What follows belongs to an exercise in optimizing a design on an open flow for a short achievable clock period and few clock cycles; a production flow would make more cautious choices.
Function was checked by simulation only, so behaviour that the tests miss may differ from the original.
Power and IR drop assume default switching activity.

==> flow/design.v <==
module nibble_cpu (
    input  wire       clk,
    input  wire       rst,           
    output wire       imem_en,
    output wire [3:0] imem_addr,
    input  wire [7:0] imem_rdata,
    input  wire       imem_present,  
    input  wire       in_valid,
    input  wire [3:0] in_data,
    output wire       in_ready,
    output wire       out_valid,
    output wire [3:0] out_data,
    input  wire       rearm,
    output wire       halted,
    output wire [3:0] final_a,
    output wire       final_c,
    output wire       fault,
    output wire [3:0] fault_pc
);
    localparam OP_NOP   = 4'h0;
    localparam OP_LOAD  = 4'h1;
    localparam OP_ADD   = 4'h2;
    localparam OP_SUB   = 4'h3;
    localparam OP_AND   = 4'h4;
    localparam OP_OR    = 4'h5;
    localparam OP_JMP   = 4'h6;
    localparam OP_JZ    = 4'h7;
    localparam OP_JNZ   = 4'h8;
    localparam OP_STORE = 4'h9;
    localparam OP_LOADM = 4'hA;
    localparam OP_ADDM  = 4'hB;
    localparam OP_SUBM  = 4'hC;
    localparam OP_HALT  = 4'hD;
    localparam OP_IN    = 4'hE;
    localparam OP_OUT   = 4'hF;
    localparam D_TK1  = 0;       
    localparam D_TK0  = 1;       
    localparam D_MEM  = 2;       
    localparam D_IN   = 3;
    localparam D_OUT  = 4;
    localparam D_HALT = 5;
    localparam D_ST   = 6;
    localparam D_PB   = 7;       
    localparam D_ADD  = 8;       
    localparam D_SUB  = 9;       
    localparam D_AND  = 10;
    localparam D_OR   = 11;
    localparam ND     = 12;
    function [ND-1:0] decode(input [3:0] o);
        begin
            decode = {ND{1'b0}};
            decode[D_TK1]  = (o == OP_JMP) || (o == OP_JZ);
            decode[D_TK0]  = (o == OP_JMP) || (o == OP_JNZ);
            decode[D_MEM]  = (o == OP_LOADM) || (o == OP_ADDM) || (o == OP_SUBM);
            decode[D_IN]   = (o == OP_IN);
            decode[D_OUT]  = (o == OP_OUT);
            decode[D_HALT] = (o == OP_HALT);
            decode[D_ST]   = (o == OP_STORE);
            decode[D_PB]   = (o == OP_LOAD) || (o == OP_LOADM);
            decode[D_ADD]  = (o == OP_ADD) || (o == OP_ADDM);
            decode[D_SUB]  = (o == OP_SUB) || (o == OP_SUBM);
            decode[D_AND]  = (o == OP_AND);
            decode[D_OR]   = (o == OP_OR);
        end
    endfunction
    function [15:0] onehot4(input [3:0] v);
        onehot4 = 16'd1 << v;
    endfunction
    function [15:0] rotl1(input [15:0] v);
        rotl1 = {v[14:0], v[15]};
    endfunction
    integer k;
    reg  [3:0]  fa;              
    reg         ren;             
    reg         rv;              
    reg  [3:0]  rtag;            
    reg         rst_q;
    wire        first   = rst_q && !rst;
    wire [3:0]  raddr   = {fa[3:1], fa[0] | first};
    reg  [7:0]  cw  [0:15];      
    reg  [15:0] cv;              
    reg  [15:0] cp;              
    reg  [3:0]  opv [0:15];      
    reg  [3:0]  acc;
    reg         c_flag;
    reg         z_flag;
    reg  [3:0]  mem [0:15];
    reg         halted_q;
    reg  [3:0]  final_a_q;       
    reg         final_c_q;       
    reg         fault_q;
    reg         out_valid_q;
    reg  [3:0]  out_data_q;
    reg         in_ready_q;
    reg         irv;             
    reg  [3:0]  opnd;            
    reg  [15:0] ir_oh;           
    reg  [ND-1:0] d;             
    reg         irp;             
    reg         ird;             
    reg  [3:0]  p;               
    reg  [3:0]  fpc;             
    reg  [3:0]  np;              
    reg  [15:0] np_oh;
    reg  [3:0]  bv;              
    reg         fwd;             
    wire running  = !halted_q && !fault_q;
    wire act      = running && irv;
    wire flt      = act && !irp;
    wire go       = running && irv && irp && !(d[D_IN] && !in_valid);
    wire taken    = running && (z_flag ? d[D_TK1] : d[D_TK0]);
    wire st_go    = running && irv && irp && d[D_ST];
    reg  [3:0]  mem_nx [0:15];
    always @(*)
        for (k = 0; k < 16; k = k + 1)
            mem_nx[k] = (st_go && opnd == k) ? acc : mem[k];
    wire resume   = halted_q && rearm && ird;    
    wire [3:0] mval  = fwd ? acc : bv;
    wire [4:0] add_r = {1'b0, acc} + {1'b0, mval};
    wire [4:0] sub_r = {1'b0, acc} - {1'b0, mval};
    wire [3:0] acc_nx = ({4{d[D_PB]}}  & mval)
                      | ({4{d[D_ADD]}} & add_r[3:0])
                      | ({4{d[D_SUB]}} & sub_r[3:0])
                      | ({4{d[D_AND]}} & (acc & mval))
                      | ({4{d[D_OR]}}  & (acc | mval))
                      | ({4{d[D_IN]}}  & in_data)
                      | ({4{!(d[D_PB] | d[D_ADD] | d[D_SUB] | d[D_AND] | d[D_OR] | d[D_IN])}} & acc);
    wire       c_nx   = d[D_ADD] ? add_r[4] : d[D_SUB] ? sub_r[4] : c_flag;
    wire [3:0] neg_acc = 4'd0 - acc;
    wire       z_nx   = (d[D_PB]  && mval == 4'd0)
                      | (d[D_ADD] && mval == neg_acc)
                      | (d[D_SUB] && mval == acc)
                      | (d[D_AND] && (acc & mval) == 4'd0)
                      | (d[D_OR]  && (acc | mval) == 4'd0)
                      | (d[D_IN]  && in_data == 4'd0)
                      | (!(d[D_PB] | d[D_ADD] | d[D_SUB] | d[D_AND] | d[D_OR] | d[D_IN]) && acc == 4'd0);
    wire        want_ld = go || !irv || resume;
    wire [3:0]  want    = taken ? opnd : np;
    wire        rd_seq  = rv && rtag == np;
    wire [ND-1:0] rd_d  = decode(imem_rdata[7:4]);
    reg  [3:0]  n_seq, n_tgt, v_seq, v_tgt;
    reg  [ND-1:0] d_seq, d_tgt;
    reg         cv_seq, cv_tgt, cp_seq, cp_tgt, eq_seq, eq_tgt;
    wire [3:0]  rd_mv = mem[imem_rdata[3:0]];        
    wire        rd_eq = imem_rdata[3:0] == opnd;
    wire [3:0]  rd_mn = (st_go && rd_eq) ? acc : rd_mv;   
    always @(*) begin
        n_seq  = rd_seq ? imem_rdata[3:0] : 4'd0;
        v_seq  = rd_seq ? rd_mv : 4'd0;
        eq_seq = rd_seq && rd_eq;
        d_seq  = rd_seq ? rd_d : {ND{1'b0}};
        cv_seq = rd_seq;
        cp_seq = rd_seq && imem_present;
        n_tgt  = 4'd0;
        v_tgt  = 4'd0;
        eq_tgt = 1'b0;
        d_tgt  = {ND{1'b0}};
        cv_tgt = 1'b0;
        cp_tgt = 1'b0;
        for (k = 0; k < 16; k = k + 1) begin
            if (np_oh[k]) begin
                n_seq = n_seq | cw[k][3:0];
                d_seq = d_seq | decode(cw[k][7:4]);
                cv_seq = cv_seq | cv[k]; cp_seq = cp_seq | cp[k];
                v_seq = v_seq | opv[k];
                eq_seq = eq_seq | (cv[k] && cw[k][3:0] == opnd);
            end
            if (ir_oh[k]) begin
                n_tgt = n_tgt | cw[k][3:0];
                d_tgt = d_tgt | decode(cw[k][7:4]);
                cv_tgt = cv_tgt | cv[k]; cp_tgt = cp_tgt | cp[k];
                v_tgt = v_tgt | opv[k];
                eq_tgt = eq_tgt | (cv[k] && cw[k][3:0] == opnd);
            end
        end
    end
    wire          hit   = taken ? cv_tgt : cv_seq;
    wire [3:0]    n_n   = taken ? n_tgt  : n_seq;
    wire [15:0]   n_oh  = onehot4(n_n);
    wire [ND-1:0] n_d   = taken ? d_tgt  : d_seq;
    wire          n_p   = taken ? cp_tgt : cp_seq;
    wire [3:0]    n_v   = taken ? v_tgt  : v_seq;
    wire          n_eq  = taken ? eq_tgt : eq_seq;
    wire early_ok = go && hit && !d[D_OUT] && !d[D_HALT];
    wire early_h  = early_ok && n_p && n_d[D_HALT];
    wire early_f  = early_ok && !n_p;
    wire halted_nx = halted_q ? !rearm : ((go && d[D_HALT] && !ird) || early_h);
    wire fault_nx  = fault_q || flt || early_f;
    wire [3:0]  rd_n    = imem_rdata[3:0];
    wire [15:0] cv_fill = rv ? (cv | onehot4(rtag)) : cv;
    wire        jlook   = rv && imem_rdata[7:4] == OP_JMP && !cv[rd_n] && rtag != rd_n
                          && !(ren && raddr == rd_n);
    wire        wait_np = !irv && !cv[np] && !rd_seq && !(ren && raddr == np);
    always @(posedge clk) begin
        rst_q <= rst;
        rv    <= ren;
        rtag  <= raddr;
        if (rst) begin
            fa  <= 4'd0;
            ren <= 1'b1;
            cv  <= 16'd0;
            cp  <= 16'd0;
            for (k = 0; k < 16; k = k + 1) begin
                cw[k]  <= 8'd0;
                opv[k] <= 4'd0;
            end
        end else begin
            if (wait_np) begin
                fa  <= np;
                ren <= 1'b1;
            end else if (jlook) begin
                fa  <= rd_n;
                ren <= 1'b1;
            end else begin
                fa  <= first ? 4'd2 : fa + 4'd1;
                ren <= !(&cv_fill);
            end
            for (k = 0; k < 16; k = k + 1)
                if (rv && rtag == k)
                    opv[k] <= rd_mn;
                else if (st_go && cv[k] && cw[k][3:0] == opnd)
                    opv[k] <= acc;
            if (rv) begin
                cw[rtag] <= imem_rdata;
                cp[rtag] <= imem_present;
                cv[rtag] <= 1'b1;
            end
        end
    end
    always @(posedge clk) begin
        if (rst) begin
            irv         <= 1'b0;
            ird         <= 1'b0;
            d           <= {ND{1'b0}};
            p           <= 4'd0;
            fpc         <= 4'd0;
            np          <= 4'd0;
            np_oh       <= 16'd1;
            acc         <= 4'd0;
            c_flag      <= 1'b0;
            z_flag      <= 1'b0;
            final_a_q   <= 4'd0;
            final_c_q   <= 1'b0;
            halted_q    <= 1'b0;
            fault_q     <= 1'b0;
            out_valid_q <= 1'b0;
            in_ready_q  <= 1'b0;
            for (k = 0; k < 16; k = k + 1)
                mem[k] <= 4'd0;
        end else begin
            halted_q    <= halted_nx;
            fault_q     <= fault_nx;
            out_valid_q <= go && d[D_OUT];
            for (k = 0; k < 16; k = k + 1)
                mem[k] <= mem_nx[k];
            if (go) begin
                acc       <= acc_nx;
                c_flag    <= c_nx;
                z_flag    <= z_nx;
                final_a_q <= acc_nx;
                final_c_q <= c_nx;
                if (d[D_OUT])
                    out_data_q <= acc;
            end
            if (want_ld) begin
                p   <= want;
                fpc <= want;
                if (hit) begin
                    irv   <= 1'b1;
                    opnd  <= n_n;
                    ir_oh <= n_oh;
                    d     <= n_p ? n_d : {ND{1'b0}};
                    irp   <= n_p;
                    ird   <= early_h;
                    np    <= taken ? opnd + 4'd1 : np + 4'd1;
                    np_oh <= rotl1(taken ? ir_oh : np_oh);
                    bv    <= n_d[D_MEM] ? n_v : n_n;
                    fwd   <= n_d[D_MEM] && st_go && n_eq;
                    in_ready_q <= n_p && n_d[D_IN] && !(halted_q && !rearm)
                                  && !(go && d[D_HALT]) && !fault_q;
                end else begin
                    irv   <= 1'b0;
                    ird   <= 1'b0;
                    d     <= {ND{1'b0}};
                    np    <= want;
                    np_oh <= taken ? ir_oh : np_oh;
                    in_ready_q <= 1'b0;
                end
            end else begin
                in_ready_q <= d[D_IN] && !halted_nx && !fault_nx;
            end
        end
    end
    assign imem_en   = ren;
    assign imem_addr = raddr;
    assign in_ready  = in_ready_q;
    assign out_valid = out_valid_q;
    assign out_data  = out_data_q;
    assign halted    = halted_q;
    assign final_a   = final_a_q;
    assign final_c   = final_c_q;
    assign fault     = fault_q;
    assign fault_pc  = fpc;
endmodule
make LEC_CHECK=0 CAP_MARGIN=20 CELL_PAD_IN_SITES_DETAIL_PLACEMENT=1 CELL_PAD_IN_SITES_GLOBAL_PLACEMENT=2 CORE_MARGIN=2 CORE_UTILIZATION=30 CTS_CLUSTER_DIAMETER=100 CTS_CLUSTER_SIZE=40 PLACE_DENSITY=0.55 SETUP_SLACK_MARGIN=3.0 SLEW_MARGIN=20 TNS_END_PERCENT=100 finish   # period 5.0 ns
run.sh (not shown) runs the stock make flow with config.mk's settings and CLKGATE_MAP_FILE= SYNTH_SCRIPT=/design/flow/synth_recipe.tcl, a recipe that flattens the netlist after the stock synthesis.
Testbench counts at the start, summed over its fixed seeds: cycles 126,459.
Edit:
--- a/flow/design.v
+++ b/flow/design.v
@@ -73,8 +73,9 @@
     reg  [3:0]  fa;              
     reg         ren;             
     reg         rv;              
     reg  [3:0]  rtag;            
+    reg  [15:0] rdh;             
     reg         rst_q;
     wire        first   = rst_q && !rst;
     wire [3:0]  raddr   = {fa[3:1], fa[0] | first};
     reg  [7:0]  cw  [0:15];      
@@ -135,9 +136,10 @@
                       | (d[D_IN]  && in_data == 4'd0)
                       | (!(d[D_PB] | d[D_ADD] | d[D_SUB] | d[D_AND] | d[D_OR] | d[D_IN]) && acc == 4'd0);
     wire        want_ld = go || !irv || resume;
     wire [3:0]  want    = taken ? opnd : np;
-    wire        rd_seq  = rv && rtag == np;
+    wire        rd_seq  = |(rdh & np_oh);
+    wire        rd_tgt  = |(rdh & ir_oh);
     wire [ND-1:0] rd_d  = decode(imem_rdata[7:4]);
     reg  [3:0]  n_seq, n_tgt, v_seq, v_tgt;
     reg  [ND-1:0] d_seq, d_tgt;
     reg         cv_seq, cv_tgt, cp_seq, cp_tgt, eq_seq, eq_tgt;
@@ -150,14 +152,14 @@
         eq_seq = rd_seq && rd_eq;
         d_seq  = rd_seq ? rd_d : {ND{1'b0}};
         cv_seq = rd_seq;
         cp_seq = rd_seq && imem_present;
-        n_tgt  = 4'd0;
-        v_tgt  = 4'd0;
-        eq_tgt = 1'b0;
-        d_tgt  = {ND{1'b0}};
-        cv_tgt = 1'b0;
-        cp_tgt = 1'b0;
+        n_tgt  = rd_tgt ? imem_rdata[3:0] : 4'd0;
+        v_tgt  = rd_tgt ? rd_mv : 4'd0;
+        eq_tgt = rd_tgt && rd_eq;
+        d_tgt  = rd_tgt ? rd_d : {ND{1'b0}};
+        cv_tgt = rd_tgt;
+        cp_tgt = rd_tgt && imem_present;
         for (k = 0; k < 16; k = k + 1) begin
             if (np_oh[k]) begin
                 n_seq = n_seq | cw[k][3:0];
                 d_seq = d_seq | decode(cw[k][7:4]);
@@ -194,8 +196,9 @@
     always @(posedge clk) begin
         rst_q <= rst;
         rv    <= ren;
         rtag  <= raddr;
+        rdh   <= ren ? onehot4(raddr) : 16'd0;
         if (rst) begin
             fa  <= 4'd0;
             ren <= 1'b1;
             cv  <= 16'd0;
Outcome: The new run passed the timing, DRC and antenna checks. Synthesized area goes up by about 2.6%. Setup slack is worse by 0.14 ns. Cell area goes down by about 3.6%. Flip-flop and latch count goes up by 16. Die area goes up by 2.6%. Count of clock-buffer cells in the layout is unchanged. Global-route usage goes down by 1.4 points. Power goes down by 6.4%.
Testbench counts after the change, summed over its fixed seeds: cycles 126,329.

-- re-timing with driven ports --
The flow's constraints put no driver on any port. The routed layouts listed below were extracted and timed again, unchanged, in two steps. Step 1 sets driving cells, clkbuf_16 on the clock port and buf_2 on the other inputs (assumed; they add their load-dependent delay and slew). Step 2 moves the port delays by t, midway between the first and last clock arrival at a register: inputs arrive t later, outputs are due t later. That takes back most of the time a late clock gives input paths. a / b / c = ideal ports / drivers / drivers and shift; a / b = the first two.
run	shift t [ns]	slack for setup (ns)	worst setup path after step 2	latest minus earliest clock arrival (ns)
the first run	0.710	2.177 / 2.177 / 1.660	input to register	0.048 / 0.048
the second run	0.700	2.039 / 2.039 / 1.544	input to register	0.041 / 0.041
After both steps every run listed still meets setup and hold. For the first run, which loses most, drivers alone change the setup slack by 0.000 ns; drivers and shift together by -0.517 ns.
